Context: an optimization exercise on an open-source flow, tuned for small area, a short achievable clock period and few clock cycles per item. The choices shown serve that exercise and are no tape-out recipe.
RTL that was checked went through simulation tests only; none was proved equivalent to the original.
Power is estimated from default activity; no workload was simulated.

==> run a: inputs <==
// zi_sha256
module zi_sha256 (
    input  wire         clk,
    input  wire         rst,           
    input  wire         in_valid,
    output wire         in_ready,
    input  wire [31:0]  in_data,
    input  wire         in_last,
    input  wire [2:0]   in_nbytes,     
    output reg          out_valid,
    output wire [255:0] out_digest
);
clock: 10.0 ns
lec_check: 0
cap_margin: 20
core_margin: 2
core_utilization: 55
slew_margin: 20
standard.sh (not shown) runs the stock make flow with config.mk's settings and CLKGATE_MAP_FILE= SYNTH_SCRIPT=/design/flow/synth_recipe.tcl, a recipe that flattens the netlist after the stock synthesis.
==> flow/flow/run.sh <==
#!/bin/bash
# The standard layout (standard.sh: unchanged synthesis and ORFS steps)
# with these options: timing repair aims at a larger setup margin; every port
# still gets its own buffer, but a plain buf_2 instead of the delay-buffer cell
# buffer_ports picks by itself; clock tree synthesis without dummy balancing
# loads and with larger sink clusters (fewer leaf buffers). The make output goes to flow_make.log; each ORFS step writes its own
# log under orfs/logs/.
set -euo pipefail
bash standard.sh \
  SETUP_SLACK_MARGIN=5.9 \
  "BUFFER_PORTS_ARGS=-buffer_cell sky130_fd_sc_hd__buf_2" \
  "CTS_ARGS=-sink_clustering_enable -repair_clock_nets -dont_use_dummy_load -sink_clustering_size 24 -sink_clustering_max_diameter 80" \
  finish > flow_make.log 2>&1
==> run b: changes against run a <==
--- a/flow/flow/run.sh
+++ b/flow/flow/run.sh
@@ -5,9 +5,9 @@
 # buffer_ports picks by itself; clock tree synthesis without dummy balancing
 # loads and with larger sink clusters (fewer leaf buffers). The make output goes to flow_make.log; each ORFS step writes its own
 # log under orfs/logs/.
 set -euo pipefail
 bash standard.sh \
-  SETUP_SLACK_MARGIN=5.9 \
+  SETUP_SLACK_MARGIN=5.8 \
   "BUFFER_PORTS_ARGS=-buffer_cell sky130_fd_sc_hd__buf_2" \
   "CTS_ARGS=-sink_clustering_enable -repair_clock_nets -dont_use_dummy_load -sink_clustering_size 24 -sink_clustering_max_diameter 80" \
   finish > flow_make.log 2>&1
Settings changed: CORE_UTILIZATION 55 to 40.
==> run c: changes against run a <==
--- a/flow/design.v
+++ b/flow/design.v
@@ -33,10 +33,11 @@
     reg [17:0] wc;                     
     reg [1:0]  lastb;                  
     reg        last, lastfin, hsh, r62q;
     reg        last_a, lastfin_a, hsh_a;
     reg        bnd;                    
+    reg        rst_d1, rst_d2;         
     wire [3:0] ph   = rnd[3:0];
     wire       q3   = (rnd[5:4] == 2'b11);
     wire       r63  = (rnd == 6'd63);
     assign out_digest = {ra0, ra3, ra2, ra1, rb3, rb2, rb1, rb0};
     assign in_ready   = slot & ~pad;
@@ -55,79 +56,43 @@
     end
     wire        set_fin  = pins & (nw == 4'd15) & lenblk;
     wire [31:0] pad_word = set_fin ? {9'd0, wc, lastb, 3'b000}
                                    : {pad80, 31'd0};
     wire [31:0] word = pad ? pad_word : (in_last ? last_word : in_data);
-    reg [31:0] k2, kn;
-    always @(*) begin
-        case (rnd)
-            6'd0: k2 = 32'hb5c0fbcf;
-            6'd1: k2 = 32'he9b5dba5;
-            6'd2: k2 = 32'h3956c25b;
-            6'd3: k2 = 32'h59f111f1;
-            6'd4: k2 = 32'h923f82a4;
-            6'd5: k2 = 32'hab1c5ed5;
-            6'd6: k2 = 32'hd807aa98;
-            6'd7: k2 = 32'h12835b01;
-            6'd8: k2 = 32'h243185be;
-            6'd9: k2 = 32'h550c7dc3;
-            6'd10: k2 = 32'h72be5d74;
-            6'd11: k2 = 32'h80deb1fe;
-            6'd12: k2 = 32'h9bdc06a7;
-            6'd13: k2 = 32'hc19bf174;
-            6'd14: k2 = 32'he49b69c1;
-            6'd15: k2 = 32'hefbe4786;
-            6'd16: k2 = 32'h0fc19dc6;
-            6'd17: k2 = 32'h240ca1cc;
-            6'd18: k2 = 32'h2de92c6f;
-            6'd19: k2 = 32'h4a7484aa;
-            6'd20: k2 = 32'h5cb0a9dc;
-            6'd21: k2 = 32'h76f988da;
-            6'd22: k2 = 32'h983e5152;
-            6'd23: k2 = 32'ha831c66d;
-            6'd24: k2 = 32'hb00327c8;
-            6'd25: k2 = 32'hbf597fc7;
-            6'd26: k2 = 32'hc6e00bf3;
-            6'd27: k2 = 32'hd5a79147;
-            6'd28: k2 = 32'h06ca6351;
-            6'd29: k2 = 32'h14292967;
-            6'd30: k2 = 32'h27b70a85;
-            6'd31: k2 = 32'h2e1b2138;
-            6'd32: k2 = 32'h4d2c6dfc;
-            6'd33: k2 = 32'h53380d13;
-            6'd34: k2 = 32'h650a7354;
-            6'd35: k2 = 32'h766a0abb;
-            6'd36: k2 = 32'h81c2c92e;
-            6'd37: k2 = 32'h92722c85;
-            6'd38: k2 = 32'ha2bfe8a1;
-            6'd39: k2 = 32'ha81a664b;
-            6'd40: k2 = 32'hc24b8b70;
-            6'd41: k2 = 32'hc76c51a3;
-            6'd42: k2 = 32'hd192e819;
-            6'd43: k2 = 32'hd6990624;
-            6'd44: k2 = 32'hf40e3585;
-            6'd45: k2 = 32'h106aa070;
-            6'd46: k2 = 32'h19a4c116;
-            6'd47: k2 = 32'h1e376c08;
-            6'd48: k2 = 32'h2748774c;
-            6'd49: k2 = 32'h34b0bcb5;
-            6'd50: k2 = 32'h391c0cb3;
-            6'd51: k2 = 32'h4ed8aa4a;
-            6'd52: k2 = 32'h5b9cca4f;
-            6'd53: k2 = 32'h682e6ff3;
-            6'd54: k2 = 32'h748f82ee;
-            6'd55: k2 = 32'h78a5636f;
-            6'd56: k2 = 32'h84c87814;
-            6'd57: k2 = 32'h8cc70208;
-            6'd58: k2 = 32'h90befffa;
-            6'd59: k2 = 32'ha4506ceb;
-            6'd60: k2 = 32'hbef9a3f7;
-            6'd61: k2 = 32'hc67178f2;
-            6'd62: k2 = 32'h428a2f98;
-            default: k2 = 32'h71374491;
-        endcase
-    end
+    localparam [63:0] KB0 = 64'h316c2dd4fd08a55f;
+    localparam [63:0] KB1 = 64'h79f885345cdb360a;
+    localparam [63:0] KB2 = 64'h23a6b06ad52f7a66;
+    localparam [63:0] KB3 = 64'h9db30933037c128a;
+    localparam [63:0] KB4 = 64'hea4cca1f28e05ad9;
+    localparam [63:0] KB5 = 64'h79cc56b349187a34;
+    localparam [63:0] KB6 = 64'h79f2430a7feedc5a;
+    localparam [63:0] KB7 = 64'hf8cc24d28e77b6f7;
+    localparam [63:0] KB8 = 64'ha942a62f7ea7df16;
+    localparam [63:0] KB9 = 64'hadf21318af0121ee;
+    localparam [63:0] KB10 = 64'h984f3146071b2e41;
+    localparam [63:0] KB11 = 64'hda7d0af6cc6a8dc6;
+    localparam [63:0] KB12 = 64'h4a06240814825d56;
+    localparam [63:0] KB13 = 64'hfb5769cb662cd482;
+    localparam [63:0] KB14 = 64'h5b638daa2581cd4f;
+    localparam [63:0] KB15 = 64'h28b4caa0117652ae;
+    localparam [63:0] KB16 = 64'h65811281d74ac3b5;
+    localparam [63:0] KB17 = 64'h8cc16bf9b281d9a9;
+    localparam [63:0] KB18 = 64'h0de9a48290953ced;
+    localparam [63:0] KB19 = 64'haafa779f64cdfc60;
+    localparam [63:0] KB20 = 64'h783d19c585f1fa7d;
+    localparam [63:0] KB21 = 64'h6945c4d6d9f90a35;
+    localparam [63:0] KB22 = 64'h761246702c5a301a;
+    localparam [63:0] KB23 = 64'hafb498a0b86bf916;
+    localparam [63:0] KB24 = 64'h002a8c2e940b645f;
+    localparam [63:0] KB25 = 64'he03316d5ac532960;
+    localparam [63:0] KB26 = 64'h7697341bfc6f8602;
+    localparam [63:0] KB27 = 64'h2579810305bb20dc;
+    localparam [63:0] KB28 = 64'h29adf85456e02dbb;
+    localparam [63:0] KB29 = 64'h31ce2199874d8a4f;
+    localparam [63:0] KB30 = 64'hc1f03e1e1871cc95;
+    localparam [63:0] KB31 = 64'h7e003fe01f81f0e6;
+    wire [31:0] kn = {KB31[rnd], KB30[rnd], KB29[rnd], KB28[rnd], KB27[rnd], KB26[rnd], KB25[rnd], KB24[rnd], KB23[rnd], KB22[rnd], KB21[rnd], KB20[rnd], KB19[rnd], KB18[rnd], KB17[rnd], KB16[rnd], KB15[rnd], KB14[rnd], KB13[rnd], KB12[rnd], KB11[rnd], KB10[rnd], KB9[rnd], KB8[rnd], KB7[rnd], KB6[rnd], KB5[rnd], KB4[rnd], KB3[rnd], KB2[rnd], KB1[rnd], KB0[rnd]};
     wire [31:0] bsig1 = {e[5:0], e[31:6]} ^ {e[10:0], e[31:11]} ^ {e[24:0], e[31:25]};
     wire [31:0] bsig0 = {a[1:0], a[31:2]} ^ {a[12:0], a[31:13]} ^ {a[21:0], a[31:22]};
     wire [31:0] ch    = (e & f) ^ (~e & g);
     wire [31:0] maj   = (a & b) | (a & c) | (b & c);
     wire [31:0] e1s = pes ^ pec ^ ch;
@@ -1098,11 +1063,10 @@
     always @(posedge clk) begin
         for (i = 0; i < 15; i = i + 1)
             w[i] <= w[i+1];
         w[15] <= q3 ? (ins ? word : w[0]) : wn;
         wn <= wn_n;
-        kn <= k2;
         pas <= p2s;
         pac <= p2c;
         pes <= q3s;
         pec <= q3c;
         t1 <= t1_n;
@@ -1118,14 +1082,11 @@
         end else begin
             a <= act_a ? a_rnd : ra1;
             b <= last_a ? sa : a;
             c <= last_a ? ra3 : b;
         end
-        if (rst) begin
-            {ra0, ra1, ra2, ra3} <= {IV1, IV0, IV3, IV2};
-            {rb0, rb1, rb2, rb3} <= {IV4, IV7, IV6, IV5};
-        end else if (out_valid) begin
+        if (out_valid | rst_d2) begin
             {ra0, ra1, ra2, ra3} <= {IV3, IV2, IV1, IV0};
             {rb0, rb1, rb2, rb3} <= {IV6, IV5, IV4, IV7};
         end else begin
             ra0 <= last_a ? a_rnd : ra1;
             ra1 <= ra2;
@@ -1142,10 +1103,12 @@
         hsh       <= ~rst & act & (rnd[5:2] == 4'hf) & (rnd[1:0] != 2'd3);
         last_a    <= ~rst & last;
         lastfin_a <= ~rst & lastfin;
         hsh_a     <= ~rst & hsh;
         act_a     <= ~rst & act;
+        rst_d1    <= rst;
+        rst_d2    <= rst_d1;
         if (rst) begin
             rnd       <= 6'd48;
             bnd       <= 1'b0;
             act       <= 1'b0;
             nw        <= 4'd0;
--- a/flow/flow/run.sh
+++ b/flow/flow/run.sh
@@ -5,9 +5,9 @@
 # buffer_ports picks by itself; clock tree synthesis without dummy balancing
 # loads and with larger sink clusters (fewer leaf buffers). The make output goes to flow_make.log; each ORFS step writes its own
 # log under orfs/logs/.
 set -euo pipefail
 bash standard.sh \
-  SETUP_SLACK_MARGIN=5.9 \
+  SETUP_SLACK_MARGIN=6.0 \
   "BUFFER_PORTS_ARGS=-buffer_cell sky130_fd_sc_hd__buf_2" \
   "CTS_ARGS=-sink_clustering_enable -repair_clock_nets -dont_use_dummy_load -sink_clustering_size 24 -sink_clustering_max_diameter 80" \
   finish > flow_make.log 2>&1
Settings changed: CORE_UTILIZATION 55 to 40.
==> comparison table <==
Signed area change from the synthesized netlist to the final layout: run a 8.95%; run c 13.9%; run b 10.8%
R2R Path Start: run a e[7]; run c e[6]; run b rb0[0]
Part of the total power dissipated in combinational logic: run a 0.610; run c 0.656; run b 0.608
Switching portion of total power: run a 0.451; run c 0.453; run b 0.454
Comb pwr: run a 15.0 mW; run c 18.5 mW; run b 15.4 mW
Number of diodes added for antenna fixing: run a 1; run c 5; run b 5
Multi-input logic portion of the cell area: run a 0.499; run c 0.494; run b 0.492
Tap cell instance count: run a 1403; run c 1917; run b 1930
Cells after Synth: run a 5991; run c 5942; run b 5991
End of the worst register-to-register path: run a t1[30]; run c t1[30]; run b rb3[30]
Clock latency at the later pin of the worst-skew pair: run a 0.68 ns; run c 0.74 ns; run b 0.74 ns
Worst reg-to-reg path cell count: run a 15; run c 14; run b 12
Number of buffers added by the clock tree synthesis step: run a 67; run c 79; run b 81
Status: run a finished clean; run c finished clean; run b finished clean
Length of routed met2 wiring: run a 93.8 mm; run c 96.1 mm; run b 93.9 mm
Number of register bits inferred by synthesis: run a 1230; run c 1200; run b 1230
Met1 routing resource usage after global routing: run a 0.483; run c 0.357; run b 0.395
Per-cell routed wire length: run a 27.4 um; run c 25.9 um; run b 26.6 um
Post-layout util: run a 0.606; run c 0.458; run b 0.447
Testbench counts of run a, summed over its fixed seeds: cycles 70,032, bytes 62,061.
Testbench counts of run b, summed over its fixed seeds: cycles 70,032, bytes 62,061.
For run c, only the layout was checked, not whether the RTL still works.

[re-timing with driven ports]
The results above use ideal ports. As a check the final layouts listed here were re-extracted and re-timed, cells and wires unchanged. Step 1: set_driving_cell puts a clkbuf_16 on clk and a buf_2 on each other input, an assumption about the parent block. Step 2 times the ports against the registers' clock, not the clock port: input delays grow and output delays shrink by t, the midpoint of the rising clock arrivals with the driver on. a / b / c = ideal / step 1 / step 2; a / b = the first two.
run	t (ns)	setup slack, ns	worst setup path at the end	worst slew at a driven data input, ns	cell pins on the clock port's net
run a	0.718	5.915 / 5.915 / 5.358	input to register	0.05	1
run b	0.760	5.884 / 5.884 / 5.495	input to register	0.04	1
run c	0.754	5.545 / 5.545 / 5.545	register to register	0.07	1
After both steps every run listed still meets setup and hold. The setup slack of run a, which loses most, moves by 0.000 ns with the drivers and by -0.557 ns with both steps.
